Background: an optimization exercise with open tools, aiming at small area, a short achievable clock period and few clock cycles. Do not read the settings as production practice.
At most, simulation tests tie the RTL to the original design; equivalence was not proved.

Setup of green:
## rrr_codec
module rrr_codec (
    input  wire        clk,
    input  wire        rst,       
    input  wire        start,
    input  wire [1:0]  op,        
    input  wire [63:0] arg0,
    input  wire [63:0] arg1,
    output wire        ready,
    output reg         done,
    output reg         fault,     
    output wire [63:0] finfo,     
    output wire [63:0] res0,
    output wire [63:0] res1
);
    localparam [1:0] OP_BINOM  = 2'd0;
    localparam [1:0] OP_CLSZ   = 2'd1;
    localparam [1:0] OP_ENCODE = 2'd2;
    localparam [1:0] OP_DECODE = 2'd3;
    localparam [2:0] S_IDLE  = 3'd0;
    localparam [2:0] S_INIT  = 3'd1;    
    localparam [2:0] S_BRD   = 3'd2;    
    localparam [2:0] S_ELOOP = 3'd3;    
    localparam [2:0] S_EFIN  = 3'd4;    
    localparam [2:0] S_DCHK  = 3'd5;    
    localparam [2:0] S_DSTEP = 3'd6;    
    reg [2:0]  state;
    reg [1:0]  op_q;
    reg [63:0] a;         
    reg [63:0] b;         
    reg [5:0]  rn;        
    reg [4:0]  rk;        
    reg [4:0]  kq;        
    reg [5:0]  kpop;      
    reg        dense;     
    assign ready = (state == S_IDLE);
    assign res0  = a;
    assign finfo = a;
    assign res1  = b;
    function [59:0] binom;
        input [5:0] n;
        input [4:0] k;
        begin
            case ({n, k})
                11'd0: binom = 60'd1;
                11'd32: binom = 60'd1;
                11'd33: binom = 60'd1;
                11'd64: binom = 60'd1;
                11'd65: binom = 60'd2;
                11'd66: binom = 60'd1;
                11'd96: binom = 60'd1;
                11'd97: binom = 60'd3;
                11'd98: binom = 60'd3;
                11'd99: binom = 60'd1;
                11'd128: binom = 60'd1;
                11'd129: binom = 60'd4;
                11'd130: binom = 60'd6;
                11'd131: binom = 60'd4;
                11'd132: binom = 60'd1;
                11'd160: binom = 60'd1;
                11'd161: binom = 60'd5;
                11'd162: binom = 60'd10;
                11'd163: binom = 60'd10;
                11'd164: binom = 60'd5;
                11'd165: binom = 60'd1;
                11'd192: binom = 60'd1;
                11'd193: binom = 60'd6;
                11'd194: binom = 60'd15;
  ...
Size in the first run: roughly 57000 um2 of cells after synthesis.
Settings: LEC_CHECK=0, ABC_AREA=1, CAP_MARGIN=20, CORE_MARGIN=2, CORE_UTILIZATION=20, PLACE_DENSITY=0.35, SLEW_MARGIN=20, SYNTH_MEMORY_MAX_BITS=262144; clock period 10.0 ns.
run.sh (not shown) runs the stock make flow with config.mk's settings and CLKGATE_MAP_FILE= SYNTH_SCRIPT=/design/flow/synth_recipe.tcl, a recipe that flattens the netlist after the stock synthesis.
The flow ended early for green: it failed with a tool error in 5_1_grt.
Testbench counts of green, summed over its fixed seeds: cycles 81,293.
Here is what was changed in the inputs of orange compared with green.
- a change of CORE_UTILIZATION from 20 to 40
- a change of PLACE_DENSITY from 0.35 to 0.6
==> run notes <==
- For orange, the flow was terminated by a tool error in 5_1_grt and produced no final design.
- For area of the mapped netlist, green and orange come out practically identical.
- orange vs green: height of the die down by more than a quarter
- Compared with green, orange shows cell total after placement that has gone down by more than 10%.
- green -> orange: number of cells produced by synthesis delta 0, exact match

## the previous run
Another version of the RTL of rrr_codec (not shown whole).
Size: roughly 12,000 cells after synthesis, ~0.075 mm² of cells after synthesis.
clock: 10.0 ns
lec_check: 0
abc_area: 1
cap_margin: 20
core_margin: 2
core_utilization: 30
place_density: 0.45
slew_margin: 20
synth_memory_max_bits: 262144
The previous run got as far as 5_1_grt, where a tool error ended the run.
### the previous run -> the current run
-- flow/config.mk --
<<< the previous run, line 10
export CORE_MARGIN = 2
export CORE_UTILIZATION = 30
export PLACE_DENSITY = 0.45
export SLEW_MARGIN = 20
>>> the current run, line 10
export CORE_MARGIN = 2
export CORE_UTILIZATION = 22
export PLACE_DENSITY = 0.35
export SLEW_MARGIN = 20
Results
The current run did not finish: a tool error stopped it during 5_1_grt. Looking at initial standard-cell utilization of the core, the current run sits 8.0 points below the previous run. Area after detailed placement delta for the current run relative to the previous run: about 1% higher. The current run falls short of the previous run in HPWL after detailed placement. Number of buffers inserted during clock tree synthesis, the current run and the previous run, higher one = the previous run. Delta (the current run minus the previous run): simple logic cell fraction of the synthesized area saw little to no change; global placement routability congestion saw an increase. The current run vs the previous run: number of cells in the design after placement up by a few percent. Post-synthesis cell count: the current run vs the previous run identical. Compared to the previous run, the current run has count of cells resized by post-cts repair 14 higher. Horizontal extent of the die: the current run vs the previous run up about 17%.
No run of this note included a check of the RTL's function; only the layout flow was run.
